This design comes from an exercise in tuning for small area, a short achievable clock period and few clock cycles on the open sky130 flow, not from production work.
The RTL was checked by simulation tests, not by an equivalence proof against the original design.

==> flow/design.v <==
module ptc_cvt (
    input  wire        clk,
    input  wire        rst,
    input  wire        in_valid,
    input  wire [25:0] in_v,
    input  wire        in_sel,
    input  wire [1:0]  in_dest,
    output wire        out_valid,
    output wire [1:0]  out_dest,
    output wire [31:0] out_f
);
    wire        sgn0 = in_v[25];
    wire [24:0] mag0 = sgn0 ? (25'd0 - in_v[24:0]) : in_v[24:0];
    function [4:0] clz25(input [24:0] x);
        integer i;
        reg found;
        begin
            clz25 = 5'd0;
            found = 1'b0;
            for (i = 24; i >= 0; i = i - 1)
                if (!found && x[i]) begin
                    clz25 = 5'd24 - i[4:0];
                    found = 1'b1;
                end
        end
    endfunction
    wire [4:0]  lz0 = clz25(mag0);
    wire [24:0] n0  = mag0 << lz0;
    reg         v1, sgn1, zero1, sel1;
    reg  [1:0]  dst1;
    reg  [4:0]  lz1;
    reg  [24:0] n1;
    wire [56:0] prod;
    ptc_recip u_recip (.n(n1), .p(prod));
    wire [16:0] cd   = {8'd0, n1[24:16]} + {1'b0, n1[15:0]};
    wire        k65  = (cd >= 17'd65535);
    wire        st65 = (cd != 17'd0) && (cd != 17'd65535) && (cd != 17'd131070);
    wire [25:0] q65  = {1'b0, n1} + {17'd0, n1[24:16]} + {25'd0, k65};
    wire [28:0] qq   = sel1 ? {q65, 3'b000} : {prod[56:30], 2'b00};
    wire        stx  = sel1 ? st65 : (prod[29:25] != 5'd0);
    wire        hi   = qq[28];
    wire [23:0] mant = hi ? qq[28:5] : qq[27:4];
    wire        g    = hi ? qq[4] : qq[3];
    wire        st   = (hi ? (qq[3:0] != 4'd0) : (qq[2:0] != 3'd0)) | stx;
    wire [24:0] mr   = {1'b0, mant} + {24'd0, g & (st | mant[0])};
    wire [7:0]  e0   = (sel1 ? 8'd135 : 8'd144) - {3'd0, lz1} + {7'd0, hi} + {7'd0, mr[24]};
    assign out_valid = v1;
    assign out_dest  = dst1;
    assign out_f = zero1 ? 32'd0 : {sgn1, e0, mr[24] ? 23'd0 : mr[22:0]};
    always @(posedge clk) begin
        if (rst) v1 <= 1'b0;
        else     v1 <= in_valid;
        sgn1 <= sgn0; zero1 <= (mag0 == 25'd0); sel1 <= in_sel; dst1 <= in_dest;
        lz1 <= lz0; n1 <= n0;
    end
endmodule
module ptc_recip (
    input  wire [24:0] n,
    output wire [56:0] p
);
    wire [24:0] ni = ~n;
    wire [37:0] rr_0 = {31'd0, ni[24:18]};
    wire [37:0] rr_1 = {26'd0, n[24:13]};
    wire [37:0] rr_2 = {23'd0, n[24:10]};
    wire [37:0] rr_3 = {21'd0, n[24:8]};
    wire [37:0] rr_4 = {16'd0, ni[24:3]};
    wire [37:0] rr_5 = {13'd0, ni[24:0]};
    wire [37:0] rr_6 = {11'd0, ni[24:0], 2'd0};
    wire [37:0] rr_7 = {6'd0, n[24:0], 7'd0};
    wire [37:0] rr_8 = {3'd0, n[24:0], 10'd0};
    wire [37:0] rr_9 = {1'd0, n[24:0], 12'd0};
    wire [37:0] rr_k = 38'h3ff5bfff8a;
    wire [37:0] rc0_0_s = rr_0 ^ rr_1 ^ rr_2;
    wire [37:0] rc0_0_c = {(rr_0[36:0] & rr_1[36:0]) | (rr_0[36:0] & rr_2[36:0]) | (rr_1[36:0] & rr_2[36:0]), 1'b0};
    wire [37:0] rc0_3_s = rr_3 ^ rr_4 ^ rr_5;
    wire [37:0] rc0_3_c = {(rr_3[36:0] & rr_4[36:0]) | (rr_3[36:0] & rr_5[36:0]) | (rr_4[36:0] & rr_5[36:0]), 1'b0};
    wire [37:0] rc0_6_s = rr_6 ^ rr_7 ^ rr_8;
    wire [37:0] rc0_6_c = {(rr_6[36:0] & rr_7[36:0]) | (rr_6[36:0] & rr_8[36:0]) | (rr_7[36:0] & rr_8[36:0]), 1'b0};
    wire [37:0] rc1_0_s = rc0_0_s ^ rc0_0_c ^ rc0_3_s;
    wire [37:0] rc1_0_c = {(rc0_0_s[36:0] & rc0_0_c[36:0]) | (rc0_0_s[36:0] & rc0_3_s[36:0]) | (rc0_0_c[36:0] & rc0_3_s[36:0]), 1'b0};
    wire [37:0] rc1_3_s = rc0_3_c ^ rc0_6_s ^ rc0_6_c;
    wire [37:0] rc1_3_c = {(rc0_3_c[36:0] & rc0_6_s[36:0]) | (rc0_3_c[36:0] & rc0_6_c[36:0]) | (rc0_6_s[36:0] & rc0_6_c[36:0]), 1'b0};
    wire [37:0] rc2_0_s = rc1_0_s ^ rc1_0_c ^ rc1_3_s;
    wire [37:0] rc2_0_c = {(rc1_0_s[36:0] & rc1_0_c[36:0]) | (rc1_0_s[36:0] & rc1_3_s[36:0]) | (rc1_0_c[36:0] & rc1_3_s[36:0]), 1'b0};
    wire [37:0] rc2_3_s = rc1_3_c ^ rr_9 ^ rr_k;
    wire [37:0] rc2_3_c = {(rc1_3_c[36:0] & rr_9[36:0]) | (rc1_3_c[36:0] & rr_k[36:0]) | (rr_9[36:0] & rr_k[36:0]), 1'b0};
    wire [37:0] rc3_0_s = rc2_0_s ^ rc2_0_c ^ rc2_3_s;
    wire [37:0] rc3_0_c = {(rc2_0_s[36:0] & rc2_0_c[36:0]) | (rc2_0_s[36:0] & rc2_3_s[36:0]) | (rc2_0_c[36:0] & rc2_3_s[36:0]), 1'b0};
    wire [37:0] rc4_0_s = rc3_0_s ^ rc3_0_c ^ rc2_3_c;
    wire [37:0] rc4_0_c = {(rc3_0_s[36:0] & rc3_0_c[36:0]) | (rc3_0_s[36:0] & rc2_3_c[36:0]) | (rc3_0_c[36:0] & rc2_3_c[36:0]), 1'b0};
    wire [37:0] ph = rc4_0_s + rc4_0_c;
    assign p = {ph, 19'd0};
endmodule
module pressure_temp_compensator (
    input  wire        clk,
    input  wire        rst,         
    input  wire        req_valid,
    input  wire        req_write,
    input  wire [5:0]  req_addr,    
    input  wire [31:0] req_wdata,
    output wire        req_ready,
    output wire [31:0] rdata
);
    localparam A_CMD = 6'd0, A_STATUS = 6'd1, A_CRC = 6'd2,
               A_D1 = 6'd12, A_D2 = 6'd13, A_BASELINE = 6'd20,
               A_TEMP_I = 6'd24, A_PRES_I = 6'd25, A_TEMP_F = 6'd26, A_PRES_F = 6'd27,
               A_HT_TEMP_N = 6'd28, A_HT_HUM_N = 6'd29, A_HT_TEMP_F = 6'd30,
               A_HT_HUM_F = 6'd31;
    localparam E_OK = 4'd0, E_CAL = 4'd1, E_CALINV = 4'd2, E_FRAME = 4'd3,
               E_BASE = 4'd4, E_NOPRES = 4'd5, E_ILLEGAL = 4'd6;
    localparam W = 52;
    reg [15:0] coef0, coef1, coef2, coef3, coef4, coef5, coef6;
    reg [23:0] d1, d2;
    reg [7:0]  frame0, frame1, frame2, frame3, frame4, frame5;
    reg [31:0] baseline;
    reg        cal_valid, pt_valid, ht_valid, alt_valid, t_crc_ok, h_crc_ok, wlock;
    reg [3:0]  err;
    reg [3:0]  crc4_calc, crc4_stored;
    reg [7:0]  crc8_t, crc8_h;
    reg [19:0] temp_i;           
    reg [25:0] pres_i;           
    reg [31:0] temp_f, pres_f;
    reg [24:0] ht_temp_n;        
    reg [22:0] ht_hum_n;
    reg [31:0] ht_temp_f, ht_hum_f;
    reg        pt_pend, pend_ti, pend_pi, pend_tf, pend_pf, pend_htn, pend_hhn, pend_htf, pend_hhf;
    reg        j_t, j_p, j_ht, j_hh;
    function [3:0] crc4(input [15:0] c0, input [15:0] c1, input [15:0] c2,
                        input [15:0] c3, input [15:0] c4, input [15:0] c5,
                        input [15:0] c6);
        reg [127:0] stream;
        reg [15:0]  r;
        integer k, b;
        begin
            stream = {c0 & 16'h0FFF, c1, c2, c3, c4, c5, c6, 16'h0000};
            r = 16'h0000;
            for (k = 0; k < 16; k = k + 1) begin
                r = r ^ {8'h00, stream[127 - 8*k -: 8]};
                for (b = 0; b < 8; b = b + 1)
                    r = r[15] ? ((r << 1) ^ 16'h3000) : (r << 1);
            end
            crc4 = r[15:12];
        end
    endfunction
    function [7:0] crc8(input [7:0] b0, input [7:0] b1);
        reg [7:0] r;
        integer b;
        begin
            r = 8'hFF ^ b0;
            for (b = 0; b < 8; b = b + 1)
                r = r[7] ? ((r << 1) ^ 8'h31) : (r << 1);
            r = r ^ b1;
            for (b = 0; b < 8; b = b + 1)
                r = r[7] ? ((r << 1) ^ 8'h31) : (r << 1);
            crc8 = r;
        end
    endfunction
    wire [3:0] crc4_now   = crc4(coef0, coef1, coef2, coef3, coef4, coef5, coef6);
    wire [7:0] crc8_t_now = crc8(frame0, frame1);
    wire [7:0] crc8_h_now = crc8(frame3, frame4);
    wire       t_ok_now   = (crc8_t_now == frame2);
    wire       h_ok_now   = (crc8_h_now == frame5);
    wire base_ok = !baseline[31] && (baseline[30:23] != 8'hFF) && (baseline[30:0] != 31'd0);
    wire busy = pt_pend | pend_tf | pend_pf | pend_htf | pend_hhf;
    reg  rd_block;
    always @(*) begin
        case (req_addr)
            A_TEMP_I:    rd_block = pend_ti;
            A_PRES_I:    rd_block = pend_pi;
            A_TEMP_F:    rd_block = pend_tf;
            A_PRES_F:    rd_block = pend_pf;
            A_HT_TEMP_N: rd_block = pend_htn;
            A_HT_HUM_N:  rd_block = pend_hhn;
            A_HT_TEMP_F: rd_block = pend_htf;
            A_HT_HUM_F:  rd_block = pend_hhf;
            default:     rd_block = 1'b0;
        endcase
    end
    assign req_ready = req_write ? !busy : !rd_block;
    wire accept = req_valid && req_ready;
    wire wr     = accept && req_write;
    wire cmd_wr = wr && (req_addr == A_CMD);
    wire pt_go  = cmd_wr && (req_wdata == 32'd2) && cal_valid;
    wire ht_cmd = cmd_wr && (req_wdata == 32'd3);
    wire ht_go  = ht_cmd && t_ok_now && h_ok_now;
    reg [31:0] rd_mux;
    always @(*) begin
        case (req_addr)
            A_STATUS:    rd_mux = {20'd0, err, 1'b0, wlock, h_crc_ok, t_crc_ok,
                                   alt_valid, ht_valid, pt_valid, cal_valid};
            A_CRC:       rd_mux = {8'd0, crc8_h, crc8_t, crc4_stored, crc4_calc};
            6'd4:        rd_mux = {16'd0, coef0};
            6'd5:        rd_mux = {16'd0, coef1};
            6'd6:        rd_mux = {16'd0, coef2};
            6'd7:        rd_mux = {16'd0, coef3};
            6'd8:        rd_mux = {16'd0, coef4};
            6'd9:        rd_mux = {16'd0, coef5};
            6'd10:       rd_mux = {16'd0, coef6};
            A_D1:        rd_mux = {8'd0, d1};
            A_D2:        rd_mux = {8'd0, d2};
            6'd14:       rd_mux = {24'd0, frame0};
            6'd15:       rd_mux = {24'd0, frame1};
            6'd16:       rd_mux = {24'd0, frame2};
            6'd17:       rd_mux = {24'd0, frame3};
            6'd18:       rd_mux = {24'd0, frame4};
            6'd19:       rd_mux = {24'd0, frame5};
            A_BASELINE:  rd_mux = baseline;
            A_TEMP_I:    rd_mux = {{12{temp_i[19]}}, temp_i};
            A_PRES_I:    rd_mux = {{6{pres_i[25]}}, pres_i};
            A_TEMP_F:    rd_mux = temp_f;
            A_PRES_F:    rd_mux = pres_f;
            A_HT_TEMP_N: rd_mux = {{7{ht_temp_n[24]}}, ht_temp_n};
            A_HT_HUM_N:  rd_mux = {9'd0, ht_hum_n};
            A_HT_TEMP_F: rd_mux = ht_temp_f;
            A_HT_HUM_F:  rd_mux = ht_hum_f;
            default:     rd_mux = 32'd0;      
        endcase
    end
    assign rdata = rd_mux;
    wire        wr_d1   = wr && (req_addr == A_D1);
    wire        wr_d2   = wr && (req_addr == A_D2);
    wire        wr_coef = wr && (req_addr >= 6'd4) && (req_addr <= 6'd10);
    wire        wr_c5   = wr && (req_addr == 6'd9) && !cal_valid;
    wire [23:0] d2_nx   = wr_d2 ? req_wdata[23:0] : d2;
    wire [15:0] c5_nx   = wr_c5 ? req_wdata[15:0] : coef5;
    reg  [24:0] dT_r;
    reg  [3:0]  ph;              
    reg  [17:0] qt_r;            
    reg  [38:0] x_r;             
    reg  [38:0] s_r;             
    reg  [39:0] n_r;             
    wire low1 = qt_r[17];                        
    wire low2 = ($signed(qt_r) < -18'sd3500);    
    wire dT_neg = dT_r[24];
    wire dT_pos = !dT_r[24] && (dT_r != 25'd0);
    wire signed [22:0] ta23 = {{5{qt_r[17]}}, qt_r};
    wire        bsel  = (ph == 4'd1);
    wire signed [22:0] bx_nx = (low2 ? (ta23 <<< 4) : 23'sd0) + ((low2 && bsel) ? (ta23 <<< 3) : 23'sd0)
                             + (low2 ? 23'sd0 : (ta23 <<< 2)) + (low2 ? (ta23 <<< 1) : 23'sd0) + ta23
                             + (low2 ? (bsel ? 23'sd154000 : 23'sd98000) : 23'sd0);
    reg  [24:0]  ma;
    reg  [25:0]  mb;
    reg          mneg;
    reg  [W-1:0] mz1, mz2, mk;
    wire [W-1:0] mr;
    always @(*) begin
        ma = dT_r; mb = 26'd0; mneg = 1'b0; mz1 = {W{1'b0}}; mz2 = {W{1'b0}}; mk = {W{1'b0}};
        case (ph)
        4'd0: begin      
            mb  = {10'd0, coef6};
            mz1 = dT_neg ? 52'd8388607 : 52'd0;
        end
        4'd1: begin      
            mb   = low1 ? {dT_r[24], dT_r} : 26'd0;
            mneg = 1'b1;
            mz1  = {{3{qt_r[17]}}, qt_r, 31'd0};
            mk   = {10'd0, 11'd2000, 31'd0} + (low1 ? 52'h7FFFFFFF : 52'd0);
        end
        4'd2: begin      
            ma  = {{2{x_r[22]}}, x_r[22:0]};
            mb  = {{8{qt_r[17]}}, qt_r};
            mz1 = low2 ? (52'd269500000 - {50'd0, qt_r[0], 1'b0}) : 52'd0;
        end
        4'd3: begin      
            mb  = {10'd0, coef3};
            mz1 = {13'd0, coef1, 23'd0} + (dT_neg ? 52'd127 : 52'd0) + {51'd0, low1};
            mz2 = low1 ? ~{7'd0, x_r[37:0], 7'd0} : 52'd0;
        end
        4'd4: begin      
            ma  = {{2{n_r[22]}}, n_r[22:0]};
            mb  = {{8{qt_r[17]}}, qt_r};
            mz1 = low2 ? 52'd171500000 : 52'd0;
        end
        4'd5: begin      
            mb   = {10'd0, coef4};
            mneg = 1'b1;
            mz1  = {7'd0, (low1 ? x_r : 39'd0), (dT_pos ? 6'd63 : 6'd0)};
            mz2  = ~{13'd0, coef2, 23'd0};
            mk   = 52'd1;
        end
        4'd6: begin      
            ma = {1'b0, d1};
            mb = {7'd0, s_r[18:0]};
        end
        4'd7: begin      
            ma  = {1'b0, d1};
            mb  = {{6{s_r[38]}}, s_r[38:19]};
            mz1 = {27'd0, x_r[24:0]};
            mz2 = {{10{n_r[39]}}, n_r, 2'd0};
        end
        4'd9: begin      
            ma  = {9'd0, frame0, frame1};
            mb  = 26'd175;
            mz1 = -52'sd2949075;
        end
        4'd10: begin     
            ma  = {9'd0, frame3, frame4};
            mb  = 26'd125;
            mz1 = -52'sd393210;
        end
        default: ;
        endcase
    end
    ptc_mul u_mul (.a(ma), .b(mb), .neg(mneg), .z1(mz1), .z2(mz2), .k(mk), .r(mr));
    wire [22:0] nh_nx = mr[W-1] ? 23'd0 :
                        (mr[24:0] > 25'd6553500) ? 23'd6553500 : mr[22:0];
    wire        cv_in_valid = j_t | j_p | j_ht | j_hh;
    reg  [25:0] cv_in_v;
    reg  [1:0]  cv_in_dest;
    always @(*) begin
        if (j_t)       begin cv_in_v = {{6{temp_i[19]}}, temp_i};       cv_in_dest = 2'd0; end
        else if (j_p)  begin cv_in_v = pres_i;                          cv_in_dest = 2'd1; end
        else if (j_ht) begin cv_in_v = {ht_temp_n[24], ht_temp_n};       cv_in_dest = 2'd2; end
        else           begin cv_in_v = {3'd0, ht_hum_n};                cv_in_dest = 2'd3; end
    end
    wire        cv_out_valid;
    wire [1:0]  cv_out_dest;
    wire [31:0] cv_out_f;
    ptc_cvt u_cvt (
        .clk(clk), .rst(rst), .in_valid(cv_in_valid), .in_v(cv_in_v),
        .in_sel(cv_in_dest[1]), .in_dest(cv_in_dest),
        .out_valid(cv_out_valid), .out_dest(cv_out_dest), .out_f(cv_out_f)
    );
    reg  [3:0] ph_nx;
    always @(*) begin
        case (ph)
            4'd0:    ph_nx = mr[40] ? 4'd1 : 4'd3;
            4'd3:    ph_nx = low1 ? 4'd4 : 4'd5;
            4'd10:   ph_nx = 4'd8;
            default: ph_nx = ph + 4'd1;
        endcase
    end
    wire temp_step   = (ph == 4'd1) || (ph == 4'd3 && !low1);
    wire temp_commit = temp_step && (pt_pend || pt_go);
    wire [19:0] temp_val = (ph == 4'd1) ? mr[50:31] : ({{2{qt_r[17]}}, qt_r} + 20'd2000);
    wire pres_commit = (ph == 4'd7) && pt_pend;
    always @(posedge clk) begin
        dT_r <= rst ? 25'd0 : ({1'b0, d2_nx} - {1'b0, c5_nx, 8'd0});
        if (ph == 4'd0) qt_r <= mr[40:23];
        case (ph)
            4'd1: x_r <= {{16{bx_nx[22]}}, bx_nx};
            4'd2: x_r <= {1'b0, mr[39:2]};   
            4'd4: x_r <= mr[39:1];           
            4'd6: x_r <= {14'd0, mr[43:19]};
            default: ;
        endcase
        if (ph == 4'd3) s_r <= mr[45:7];
        case (ph)
            4'd2: n_r <= {{17{bx_nx[22]}}, bx_nx};
            4'd5: n_r <= mr[45:6];
            default: ;
        endcase
        if (rst) begin
            coef0 <= 16'd0; coef1 <= 16'd0; coef2 <= 16'd0; coef3 <= 16'd0;
            coef4 <= 16'd0; coef5 <= 16'd0; coef6 <= 16'd0;
            d1 <= 24'd0; d2 <= 24'd0;
            frame0 <= 8'd0; frame1 <= 8'd0; frame2 <= 8'd0;
            frame3 <= 8'd0; frame4 <= 8'd0; frame5 <= 8'd0;
            baseline <= 32'd0;
            cal_valid <= 1'b0; pt_valid <= 1'b0; ht_valid <= 1'b0; alt_valid <= 1'b0;
            t_crc_ok <= 1'b0; h_crc_ok <= 1'b0; wlock <= 1'b0;
            err <= E_OK;
            crc4_calc <= 4'd0; crc4_stored <= 4'd0; crc8_t <= 8'd0; crc8_h <= 8'd0;
            temp_i <= 20'd0; pres_i <= 26'd0; temp_f <= 32'd0; pres_f <= 32'd0;
            ht_temp_n <= 25'd0; ht_hum_n <= 23'd0; ht_temp_f <= 32'd0; ht_hum_f <= 32'd0;
            ph <= 4'd8;
            pt_pend <= 1'b0; pend_ti <= 1'b0; pend_pi <= 1'b0; pend_tf <= 1'b0;
            pend_pf <= 1'b0; pend_htn <= 1'b0; pend_hhn <= 1'b0; pend_htf <= 1'b0; pend_hhf <= 1'b0;
            j_t <= 1'b0; j_p <= 1'b0; j_ht <= 1'b0; j_hh <= 1'b0;
        end else begin
            if (wr_d1 || wr_d2 || wr_coef)
                ph <= 4'd0;
            else if (ht_go)
                ph <= 4'd9;
            else if (pt_go)
                ph <= (ph <= 4'd1 || temp_step) ? ph_nx : 4'd0;
            else if (ph != 4'd8)
                ph <= ph_nx;
            if (j_t)       j_t  <= 1'b0;
            else if (j_p)  j_p  <= 1'b0;
            else if (j_ht) j_ht <= 1'b0;
            else if (j_hh) j_hh <= 1'b0;
            if (temp_commit) begin
                temp_i  <= temp_val;
                pend_ti <= 1'b0;
                j_t     <= 1'b1;
            end
            if (ph == 4'd9) begin
                ht_temp_n <= mr[24:0];
                pend_htn  <= 1'b0;
                j_ht      <= 1'b1;
            end
            if (ph == 4'd10) begin
                ht_hum_n  <= nh_nx;
                pend_hhn  <= 1'b0;
                j_hh      <= 1'b1;
            end
            if (pres_commit) begin
                pres_i  <= mr[42:17];
                pt_pend <= 1'b0;
                pend_pi <= 1'b0;
                j_p     <= 1'b1;
            end
            if (cv_out_valid) begin
                case (cv_out_dest)
                    2'd0: begin temp_f    <= cv_out_f; pend_tf  <= 1'b0; end
                    2'd1: begin pres_f    <= cv_out_f; pend_pf  <= 1'b0; end
                    2'd2: begin ht_temp_f <= cv_out_f; pend_htf <= 1'b0; end
                    default: begin ht_hum_f <= cv_out_f; pend_hhf <= 1'b0; end
                endcase
            end
            if (wr) begin
                case (req_addr)
                A_CMD: begin
                    if (req_wdata == 32'd1) begin
                        crc4_calc   <= crc4_now;
                        crc4_stored <= coef0[15:12];
                        if (crc4_now == coef0[15:12]) begin
                            cal_valid <= 1'b1;
                            err <= E_OK;
                        end else begin
                            cal_valid <= 1'b0;
                            err <= E_CAL;
                        end
                    end else if (req_wdata == 32'd2) begin
                        if (!cal_valid) begin
                            pt_valid <= 1'b0;
                            err <= E_CALINV;
                        end else begin
                            pt_valid <= 1'b1;
                            err <= E_OK;
                            pt_pend <= 1'b1;
                            pend_ti <= !temp_step;
                            pend_pi <= 1'b1;
                            pend_tf <= 1'b1;
                            pend_pf <= 1'b1;
                        end
                    end else if (req_wdata == 32'd3) begin
                        crc8_t   <= crc8_t_now;
                        crc8_h   <= crc8_h_now;
                        t_crc_ok <= t_ok_now;
                        h_crc_ok <= h_ok_now;
                        if (!(t_ok_now && h_ok_now)) begin
                            ht_valid <= 1'b0;
                            err <= E_FRAME;
                        end else begin
                            pend_htn  <= 1'b1;
                            pend_hhn  <= 1'b1;
                            ht_valid  <= 1'b1;
                            err       <= E_OK;
                            pend_htf  <= 1'b1;
                            pend_hhf  <= 1'b1;
                        end
                    end else if (req_wdata == 32'd4) begin
                        if (!pt_valid) begin
                            alt_valid <= 1'b0;
                            err <= E_NOPRES;
                        end else if (!base_ok) begin
                            alt_valid <= 1'b0;
                            err <= E_BASE;
                        end else begin
                            alt_valid <= 1'b1;
                            err <= E_OK;
                        end
                    end else begin
                        err <= E_ILLEGAL;
                    end
                end
                6'd4:  if (cal_valid) wlock <= 1'b1; else coef0 <= req_wdata[15:0];
                6'd5:  if (cal_valid) wlock <= 1'b1; else coef1 <= req_wdata[15:0];
                6'd6:  if (cal_valid) wlock <= 1'b1; else coef2 <= req_wdata[15:0];
                6'd7:  if (cal_valid) wlock <= 1'b1; else coef3 <= req_wdata[15:0];
                6'd8:  if (cal_valid) wlock <= 1'b1; else coef4 <= req_wdata[15:0];
                6'd9:  if (cal_valid) wlock <= 1'b1; else coef5 <= req_wdata[15:0];
                6'd10: if (cal_valid) wlock <= 1'b1; else coef6 <= req_wdata[15:0];
                A_D1: d1 <= req_wdata[23:0];
                A_D2: d2 <= req_wdata[23:0];
                6'd14: frame0 <= req_wdata[7:0];
                6'd15: frame1 <= req_wdata[7:0];
                6'd16: frame2 <= req_wdata[7:0];
                6'd17: frame3 <= req_wdata[7:0];
                6'd18: frame4 <= req_wdata[7:0];
                6'd19: frame5 <= req_wdata[7:0];
                A_BASELINE: baseline <= req_wdata;
                default: ;
                endcase
            end
        end
    end
endmodule
module ptc_mul (
    input  wire [24:0] a,
    input  wire [25:0] b,
    input  wire        neg,
    input  wire [51:0] z1,
    input  wire [51:0] z2,
    input  wire [51:0] k,
    output wire [51:0] r
);
    wire [26:0] ax = {a[24], a, 1'b0};
    wire [26:0] bx = {b[25], b};
    wire a2_0 = ax[2], a1_0 = ax[1], a0_0 = ax[0];
    wire one_0 = a1_0 ^ a0_0;
    wire two_0 = (a2_0 & ~a1_0 & ~a0_0) | (~a2_0 & a1_0 & a0_0);
    wire s_0 = a2_0 ^ neg;
    wire [26:0] pp_0 = ({27{one_0}} & bx | {27{two_0}} & {bx[25:0], 1'b0}) ^ {27{s_0}};
    wire [51:0] row_0 = {25'd0, ~pp_0[26], pp_0[25:0]};
    wire a2_1 = ax[4], a1_1 = ax[3], a0_1 = ax[2];
    wire one_1 = a1_1 ^ a0_1;
    wire two_1 = (a2_1 & ~a1_1 & ~a0_1) | (~a2_1 & a1_1 & a0_1);
    wire s_1 = a2_1 ^ neg;
    wire [26:0] pp_1 = ({27{one_1}} & bx | {27{two_1}} & {bx[25:0], 1'b0}) ^ {27{s_1}};
    wire [51:0] row_1 = {23'd0, ~pp_1[26], pp_1[25:0], 2'd0};
    wire a2_2 = ax[6], a1_2 = ax[5], a0_2 = ax[4];
    wire one_2 = a1_2 ^ a0_2;
    wire two_2 = (a2_2 & ~a1_2 & ~a0_2) | (~a2_2 & a1_2 & a0_2);
    wire s_2 = a2_2 ^ neg;
    wire [26:0] pp_2 = ({27{one_2}} & bx | {27{two_2}} & {bx[25:0], 1'b0}) ^ {27{s_2}};
    wire [51:0] row_2 = {21'd0, ~pp_2[26], pp_2[25:0], 4'd0};
    wire a2_3 = ax[8], a1_3 = ax[7], a0_3 = ax[6];
    wire one_3 = a1_3 ^ a0_3;
    wire two_3 = (a2_3 & ~a1_3 & ~a0_3) | (~a2_3 & a1_3 & a0_3);
    wire s_3 = a2_3 ^ neg;
    wire [26:0] pp_3 = ({27{one_3}} & bx | {27{two_3}} & {bx[25:0], 1'b0}) ^ {27{s_3}};
    wire [51:0] row_3 = {19'd0, ~pp_3[26], pp_3[25:0], 6'd0};
    wire a2_4 = ax[10], a1_4 = ax[9], a0_4 = ax[8];
    wire one_4 = a1_4 ^ a0_4;
    wire two_4 = (a2_4 & ~a1_4 & ~a0_4) | (~a2_4 & a1_4 & a0_4);
    wire s_4 = a2_4 ^ neg;
    wire [26:0] pp_4 = ({27{one_4}} & bx | {27{two_4}} & {bx[25:0], 1'b0}) ^ {27{s_4}};
    wire [51:0] row_4 = {17'd0, ~pp_4[26], pp_4[25:0], 8'd0};
    wire a2_5 = ax[12], a1_5 = ax[11], a0_5 = ax[10];
    wire one_5 = a1_5 ^ a0_5;
    wire two_5 = (a2_5 & ~a1_5 & ~a0_5) | (~a2_5 & a1_5 & a0_5);
    wire s_5 = a2_5 ^ neg;
    wire [26:0] pp_5 = ({27{one_5}} & bx | {27{two_5}} & {bx[25:0], 1'b0}) ^ {27{s_5}};
    wire [51:0] row_5 = {15'd0, ~pp_5[26], pp_5[25:0], 10'd0};
    wire a2_6 = ax[14], a1_6 = ax[13], a0_6 = ax[12];
    wire one_6 = a1_6 ^ a0_6;
    wire two_6 = (a2_6 & ~a1_6 & ~a0_6) | (~a2_6 & a1_6 & a0_6);
    wire s_6 = a2_6 ^ neg;
    wire [26:0] pp_6 = ({27{one_6}} & bx | {27{two_6}} & {bx[25:0], 1'b0}) ^ {27{s_6}};
    wire [51:0] row_6 = {13'd0, ~pp_6[26], pp_6[25:0], 12'd0};
    wire a2_7 = ax[16], a1_7 = ax[15], a0_7 = ax[14];
    wire one_7 = a1_7 ^ a0_7;
    wire two_7 = (a2_7 & ~a1_7 & ~a0_7) | (~a2_7 & a1_7 & a0_7);
    wire s_7 = a2_7 ^ neg;
    wire [26:0] pp_7 = ({27{one_7}} & bx | {27{two_7}} & {bx[25:0], 1'b0}) ^ {27{s_7}};
    wire [51:0] row_7 = {11'd0, ~pp_7[26], pp_7[25:0], 14'd0};
    wire a2_8 = ax[18], a1_8 = ax[17], a0_8 = ax[16];
    wire one_8 = a1_8 ^ a0_8;
    wire two_8 = (a2_8 & ~a1_8 & ~a0_8) | (~a2_8 & a1_8 & a0_8);
    wire s_8 = a2_8 ^ neg;
    wire [26:0] pp_8 = ({27{one_8}} & bx | {27{two_8}} & {bx[25:0], 1'b0}) ^ {27{s_8}};
    wire [51:0] row_8 = {9'd0, ~pp_8[26], pp_8[25:0], 16'd0};
    wire a2_9 = ax[20], a1_9 = ax[19], a0_9 = ax[18];
    wire one_9 = a1_9 ^ a0_9;
    wire two_9 = (a2_9 & ~a1_9 & ~a0_9) | (~a2_9 & a1_9 & a0_9);
    wire s_9 = a2_9 ^ neg;
    wire [26:0] pp_9 = ({27{one_9}} & bx | {27{two_9}} & {bx[25:0], 1'b0}) ^ {27{s_9}};
    wire [51:0] row_9 = {7'd0, ~pp_9[26], pp_9[25:0], 18'd0};
    wire a2_10 = ax[22], a1_10 = ax[21], a0_10 = ax[20];
    wire one_10 = a1_10 ^ a0_10;
    wire two_10 = (a2_10 & ~a1_10 & ~a0_10) | (~a2_10 & a1_10 & a0_10);
    wire s_10 = a2_10 ^ neg;
    wire [26:0] pp_10 = ({27{one_10}} & bx | {27{two_10}} & {bx[25:0], 1'b0}) ^ {27{s_10}};
    wire [51:0] row_10 = {5'd0, ~pp_10[26], pp_10[25:0], 20'd0};
    wire a2_11 = ax[24], a1_11 = ax[23], a0_11 = ax[22];
    wire one_11 = a1_11 ^ a0_11;
    wire two_11 = (a2_11 & ~a1_11 & ~a0_11) | (~a2_11 & a1_11 & a0_11);
    wire s_11 = a2_11 ^ neg;
    wire [26:0] pp_11 = ({27{one_11}} & bx | {27{two_11}} & {bx[25:0], 1'b0}) ^ {27{s_11}};
    wire [51:0] row_11 = {3'd0, ~pp_11[26], pp_11[25:0], 22'd0};
    wire a2_12 = ax[26], a1_12 = ax[25], a0_12 = ax[24];
    wire one_12 = a1_12 ^ a0_12;
    wire two_12 = (a2_12 & ~a1_12 & ~a0_12) | (~a2_12 & a1_12 & a0_12);
    wire s_12 = a2_12 ^ neg;
    wire [26:0] pp_12 = ({27{one_12}} & bx | {27{two_12}} & {bx[25:0], 1'b0}) ^ {27{s_12}};
    wire [51:0] row_12 = {1'd0, ~pp_12[26], pp_12[25:0], 24'd0};
    wire [51:0] srow = {1'b0, 1'b0, 1'b0, 1'b0, 1'b0, 1'b0, 1'b0, 1'b0, 1'b0, 1'b0, 1'b0, 1'b0, 1'b0, 1'b0, 1'b0, 1'b0, 1'b0, 1'b0, 1'b0, 1'b0, 1'b0, 1'b0, 1'b0, 1'b0, 1'b0, 1'b0, 1'b0, s_12, 1'b0, s_11, 1'b0, s_10, 1'b0, s_9, 1'b0, s_8, 1'b0, s_7, 1'b0, s_6, 1'b0, s_5, 1'b0, s_4, 1'b0, s_3, 1'b0, s_2, 1'b0, s_1, 1'b0, s_0};
    wire [51:0] krow = k + 52'haaaaaac000000;
    wire [51:0] cs0_0_s = row_0 ^ row_1 ^ row_2;
    wire [51:0] cs0_0_c = {(row_0[50:0] & row_1[50:0]) | (row_0[50:0] & row_2[50:0]) | (row_1[50:0] & row_2[50:0]), 1'b0};
    wire [51:0] cs0_3_s = row_3 ^ row_4 ^ row_5;
    wire [51:0] cs0_3_c = {(row_3[50:0] & row_4[50:0]) | (row_3[50:0] & row_5[50:0]) | (row_4[50:0] & row_5[50:0]), 1'b0};
    wire [51:0] cs0_6_s = row_6 ^ row_7 ^ row_8;
    wire [51:0] cs0_6_c = {(row_6[50:0] & row_7[50:0]) | (row_6[50:0] & row_8[50:0]) | (row_7[50:0] & row_8[50:0]), 1'b0};
    wire [51:0] cs0_9_s = row_9 ^ row_10 ^ row_11;
    wire [51:0] cs0_9_c = {(row_9[50:0] & row_10[50:0]) | (row_9[50:0] & row_11[50:0]) | (row_10[50:0] & row_11[50:0]), 1'b0};
    wire [51:0] cs0_12_s = row_12 ^ srow ^ z1;
    wire [51:0] cs0_12_c = {(row_12[50:0] & srow[50:0]) | (row_12[50:0] & z1[50:0]) | (srow[50:0] & z1[50:0]), 1'b0};
    wire [51:0] cs1_0_s = cs0_0_s ^ cs0_0_c ^ cs0_3_s;
    wire [51:0] cs1_0_c = {(cs0_0_s[50:0] & cs0_0_c[50:0]) | (cs0_0_s[50:0] & cs0_3_s[50:0]) | (cs0_0_c[50:0] & cs0_3_s[50:0]), 1'b0};
    wire [51:0] cs1_3_s = cs0_3_c ^ cs0_6_s ^ cs0_6_c;
    wire [51:0] cs1_3_c = {(cs0_3_c[50:0] & cs0_6_s[50:0]) | (cs0_3_c[50:0] & cs0_6_c[50:0]) | (cs0_6_s[50:0] & cs0_6_c[50:0]), 1'b0};
    wire [51:0] cs1_6_s = cs0_9_s ^ cs0_9_c ^ cs0_12_s;
    wire [51:0] cs1_6_c = {(cs0_9_s[50:0] & cs0_9_c[50:0]) | (cs0_9_s[50:0] & cs0_12_s[50:0]) | (cs0_9_c[50:0] & cs0_12_s[50:0]), 1'b0};
    wire [51:0] cs1_9_s = cs0_12_c ^ z2 ^ krow;
    wire [51:0] cs1_9_c = {(cs0_12_c[50:0] & z2[50:0]) | (cs0_12_c[50:0] & krow[50:0]) | (z2[50:0] & krow[50:0]), 1'b0};
    wire [51:0] cs2_0_s = cs1_0_s ^ cs1_0_c ^ cs1_3_s;
    wire [51:0] cs2_0_c = {(cs1_0_s[50:0] & cs1_0_c[50:0]) | (cs1_0_s[50:0] & cs1_3_s[50:0]) | (cs1_0_c[50:0] & cs1_3_s[50:0]), 1'b0};
    wire [51:0] cs2_3_s = cs1_3_c ^ cs1_6_s ^ cs1_6_c;
    wire [51:0] cs2_3_c = {(cs1_3_c[50:0] & cs1_6_s[50:0]) | (cs1_3_c[50:0] & cs1_6_c[50:0]) | (cs1_6_s[50:0] & cs1_6_c[50:0]), 1'b0};
    wire [51:0] cs3_0_s = cs2_0_s ^ cs2_0_c ^ cs2_3_s;
    wire [51:0] cs3_0_c = {(cs2_0_s[50:0] & cs2_0_c[50:0]) | (cs2_0_s[50:0] & cs2_3_s[50:0]) | (cs2_0_c[50:0] & cs2_3_s[50:0]), 1'b0};
    wire [51:0] cs3_3_s = cs2_3_c ^ cs1_9_s ^ cs1_9_c;
    wire [51:0] cs3_3_c = {(cs2_3_c[50:0] & cs1_9_s[50:0]) | (cs2_3_c[50:0] & cs1_9_c[50:0]) | (cs1_9_s[50:0] & cs1_9_c[50:0]), 1'b0};
    wire [51:0] cs4_0_s = cs3_0_s ^ cs3_0_c ^ cs3_3_s;
    wire [51:0] cs4_0_c = {(cs3_0_s[50:0] & cs3_0_c[50:0]) | (cs3_0_s[50:0] & cs3_3_s[50:0]) | (cs3_0_c[50:0] & cs3_3_s[50:0]), 1'b0};
    wire [51:0] cs5_0_s = cs4_0_s ^ cs4_0_c ^ cs3_3_c;
    wire [51:0] cs5_0_c = {(cs4_0_s[50:0] & cs4_0_c[50:0]) | (cs4_0_s[50:0] & cs3_3_c[50:0]) | (cs4_0_c[50:0] & cs3_3_c[50:0]), 1'b0};
    assign r = cs5_0_s + cs5_0_c;
endmodule
==> flow/run.sh <==
#!/bin/bash
# synth_recipe.tcl (not shown) runs the flow's synth.tcl, then flattens the netlist and writes it again
# the make line also repeats each setting of config.mk as NAME=value (left out here)
make -C /OpenROAD-flow-scripts/flow DESIGN_CONFIG=/design/flow/config.mk WORK_HOME=/design/flow/orfs CLKGATE_MAP_FILE= SYNTH_SCRIPT=/design/flow/synth_recipe.tcl finish
==> flow/config.mk <==
export PLATFORM = sky130hd
export DESIGN_NAME = pressure_temp_compensator
export DESIGN_NICKNAME = pressure_temp_compensator
export VERILOG_FILES = /design/flow/design.v
export SDC_FILE = /design/flow/constraint.sdc
export NUM_CORES = 4
export LEC_CHECK = 0
export CAP_MARGIN = 20
export CORE_MARGIN = 2
export CORE_UTILIZATION = 40
export PLACE_DENSITY = 0.6
export SETUP_SLACK_MARGIN = 5
export SLEW_MARGIN = 20
==> flow/constraint.sdc <==
create_clock -name core_clock -period 15.0 [get_ports {clk}]
set_input_delay 3.0000 -clock core_clock [delete_from_list [all_inputs] [get_ports {clk}]]
set_output_delay 3.0000 -clock core_clock [all_outputs]
set_load 0.01 [all_outputs]
==> results.py <==
metrics = {
    "logic_synthesis": {
        "yosysSeqAreaShare": 0.2260,
        "synth_top_area_share": 0.1672,
        "netlist_area_mm2": 0.06883,
        "ys_ff_latch": 709,
        "synthCells": 8237,
        "synth_area_leaders": "fa_1 17%, dfxtp_1 17%, xnor2_1 8.2%",
        "ys.flop_type": "dfxtp_1",
        "syn_nets": 9261,
        "async_flop_share": 0,
        "syn_area_per_cell_um2": 8.356,
        "ys_types": 99,
        "yosysTopAreaCell": "fa_1",
        "synth_edf_count": 136,
        "yosysWarningCount": 2,
    },
    "critical_path": {
        "timing.rr.start": "ph[1]",
        "critPathMaxFanout": 22,
        "critPathKind": "primary input to primary output",
        "start_kind": "primary input",
        "rr_worst_depth": 34,
        "rrSetupSlack_ns": 5.13,
        "cp.required_ns": 12.00,
        "worst_setup_path_end_kind": "primary output",
        "rr_endpoint": "x_r[21]",
        "cp.arrival_ns": 6.97,
    },
    "route": {
        "viasPerCell": 6.209,
        "drt_wl_total_um": 316400,
        "vias": 66210,
        "wl_per_cell_um": 29.68,
        "drtIter0Drc": 9928,
        "drc": 0,
        "ant_nets": 0,
        "drt_first_pass_iters": 8,
    },
    "placed_design": {
        "gp_congestion": 1.060,
        "dp_cells": 10330,
        "dp_hpwl_um": 238800,
        "io_buffers": 74,
    },
    "cts": {
        "cts_hold_buf": 0,
        "cts_made_buffers": 82,
        "cts_sinks": 709,
        "cts_tree": "done",
        "clock-root-buffer": "clkbuf_16",
        "htree_num_levels": 3,
        "path_clk_slew_ns": 0.06,
        "max-clock-path-buffers": 3,
        "clk_latency_ns": 0.72,
    },
    "global_routing": {
        "grt_pass1_wl_um": 447400,
        "grt_remaining_overflow": 0,
        "grt_max_degree": 94,
        "grtUsageTotal": 0.3502,
        "grt_pass1_vias": 62190,
        "antenna_found_initial": 28,
    },
    "status": {
        "status": "timing/DRC/antenna clean",
    },
    "timing": {
        "fin_crit_ns": 9.966,
        "setup_viol_count_final": 0,
        "skew_ns": 0.05143,
        "tightest_slew_ns": 1.207,
        "finalHoldViolCount": 0,
        "slew-limit-headroom": 0.1893,
        "rsz0062_at_grt": "false",
        "setup_tns_ns": 0,
        "fin_crit_sh": 0.6644,
        "fmax_mhz": 100.3,
        "drv_slew": 0,
    },
    "floorplanning": {
        "core_mm2": 0.1714,
        "rows": 152,
        "dieArea_mm2": 0.1754,
        "start_util": 0.4017,
        "chipHeight_um": 418.8,
        "ios": 75,
        "fp.dieW_um": 418.8,
    },
    "hold_path": {
        "min_to": "ht_temp_f[29]",
        "min_delay_path_depth": 2,
        "hp-class": "flop to flop",
        "hold_path_startpoint": "ht_temp_f[29]",
    },
    "layout": {
        "nets": 9294,
        "drive_gt1_frac": 0.1096,
        "syn_to_final_growth_pct": 14.80,
        "layout.cells.non_filler": 10660,
    },
    "job": {
        "cap_violations": 0,
    },
}
Yosys cell counts (18+ instances only):
cell / number
nand2_1: 1158
inv_1: 885
xnor2_1: 645
a21oi_1: 617
fa_1: 575
dfxtp_1: 573
clkbuf_1: 420
nor2_1: 412
ha_1: 407
a22oi_1: 260
o21ai_0: 239
o22ai_1: 193
nand3_1: 191
xor2_1: 152
edfxtp_1: 136
mux2i_1: 105
a221oi_1: 102
nor3_1: 91
a22o_1: 77
nand4_1: 64
o21a_1: 60
buf_1: 56
nor2b_1: 52
nor4_1: 46
a21o_1: 45
nand2b_1: 42
a222oi_1: 41
o211ai_1: 35
a211oi_1: 34
and3_1: 33
o221ai_1: 33
or3_1: 31
and2_1: 30
mux2_2: 29
a221o_1: 26
a31oi_1: 26
nand3b_1: 24
o21bai_1: 23
or2_2: 19
a21boi_0: 18
nor3b_1: 18
cells by family (layout without fill, tap and decap cells):
family | Yosys count | in the layout | synth area share
simple gates | 2252 | 2255 | 0.1446
compound gates | 1966 | 1967 | 0.1882
buf+inv | 1388 | 1487 | 0.07641
fa+ha+maj | 982 | 982 | 0.2412
xor+xnor | 800 | 800 | 0.1024
flops | 709 | 709 | 0.2260
mux | 140 | 140 | 0.02109
other cells | 0 | 12 | 0
worst max-delay path, stage by stage:
cell and delay (ns):
clkdlybuf4s50_1 0.67, nor2b_1 0.31, nand3_1 0.32, nor2_2 0.86, buf_4 0.49, a22oi_1 0.26, nand3_1 0.19, nor2_1 0.06
nand4_1 0.20, clkdlybuf4s50_1 0.59
through the flow:
step,area (um2),hold slack (ns),utilization,setup slack (ns)
after floorplan,68850,0.4316,-,5.054
after global placement,72420,0.4412,0.4227,2.263
after detailed placement,72430,0.4465,0.4227,1.981
after CTS,76900,0.4530,0.4488,5.001
after global routing,78980,0.4722,0.4609,4.961
final,79010,0.4576,0.4611,5.034
cell usage in the layout, fill, tap and decap left out, types with 31 or more instances in the layout:
master and instances:
a22oi_1 250, ha_1 389, buf_4 299, a221oi_1 98, fa_1 564, a21o_1 43
nor4_1 36, a22o_1 76, nor2b_1 47, clkbuf_16 87, inv_1 872, nor3_1 79
nand2b_1 39, nand2_1 1138, dfxtp_1 553, a222oi_1 41, o211ai_1 35, nor2_1 370
nand4_1 64, a21oi_1 596, xnor2_1 616, edfxtp_1 136, o22ai_1 183, o221ai_1 31
o21a_1 55, clkdlybuf4s50_1 72, o21ai_0 223, mux2i_1 102, xor2_1 143, and3_1 32
nand3_1 180
worst max-delay path by stage:
| stage | start | to | depth (start not counted) | slack, ns |
|---|---|---|---|---|
| after floorplan | ph[3] | ht_hum_n[19] | 40 | 5.05 |
| after global placement | ph[1] | ht_hum_n[5] | 37 | 2.26 |
| after detailed placement | ph[1] | ht_hum_n[20] | 37 | 1.98 |
| after CTS | ph[1] | ht_hum_n[10] | 38 | 5.00 |
| after global routing | ph[0] | x_r[21] | 37 | 4.96 |
| final | req_addr[4] | rdata[0] | 10 | 5.03 |
routing by layer:
metal	track usage	wire [um]	vias to the layer above
li1	-	-	28310
met1	0.4509	119300	32310
met2	0.5017	130400	4453
met3	0.1162	41560	1103
met4	0.2208	24990	26
met5	0.001389	199	-
sequential cells by signal, summed over array words and instances (netlist names), 25 cells and up:
| register | cells |
|---|---|
| baseline | 32 |
| ht_temp_n | 25 |
| u_cvt.n1 | 25 |
| dT_r | 25 |
| s_r | 39 |
| ht_hum_f | 32 |
| ht_temp_f | 32 |
| temp_f | 32 |
| n_r | 40 |
| pres_i | 26 |
| x_r | 39 |
| pres_f | 32 |
final cells by class:
class	instances	area [um2]
diodes	12	30.03
clock buffers	116	2380
clock inverters	38	442.9
fillers	16620	92340
inverters	897	3426
multi-input cells	6144	50240
flip-flops and latches	709	15610
well taps	2310	2890
repair buffers	435	3990
repair inverters	1	5.005
timing repair:
item | CTS | global route
gates cloned | 4 | 7
endpoints found under the setup margin | 271 | 123
pin swaps | 32 | 80
gates resized for setup | 228 | 225
setup buffers | 57 | 103
Testbench counts, summed over its fixed seeds: cycles 4,839.

-- afterwards: timing with drivers on the ports --
Ports are ideal in the flow. The routed layout listed here was re-timed in OpenROAD. Step 1: set_driving_cell puts a clkbuf_16 on clk and a buf_2 on each other input, an assumption about the parent block. Step 2 adds t to the input delays and takes it off the output delays; t is the mean of the earliest and latest rising clock arrival at the registers after step 1. Input paths then give back, and output paths get back, about the clock's delay inside the block. Slacks: ideal ports / drivers / drivers and shift; pairs: ideal ports / drivers.
shift t [ns]: 0.756
slack for setup (ns): 5.034 / 4.979 / 4.771
clock arrival spread, ns: 0.053 / 0.053
After both steps this run still meets setup and hold. For this run, drivers alone change the setup slack by -0.055 ns; drivers and shift together by -0.263 ns.
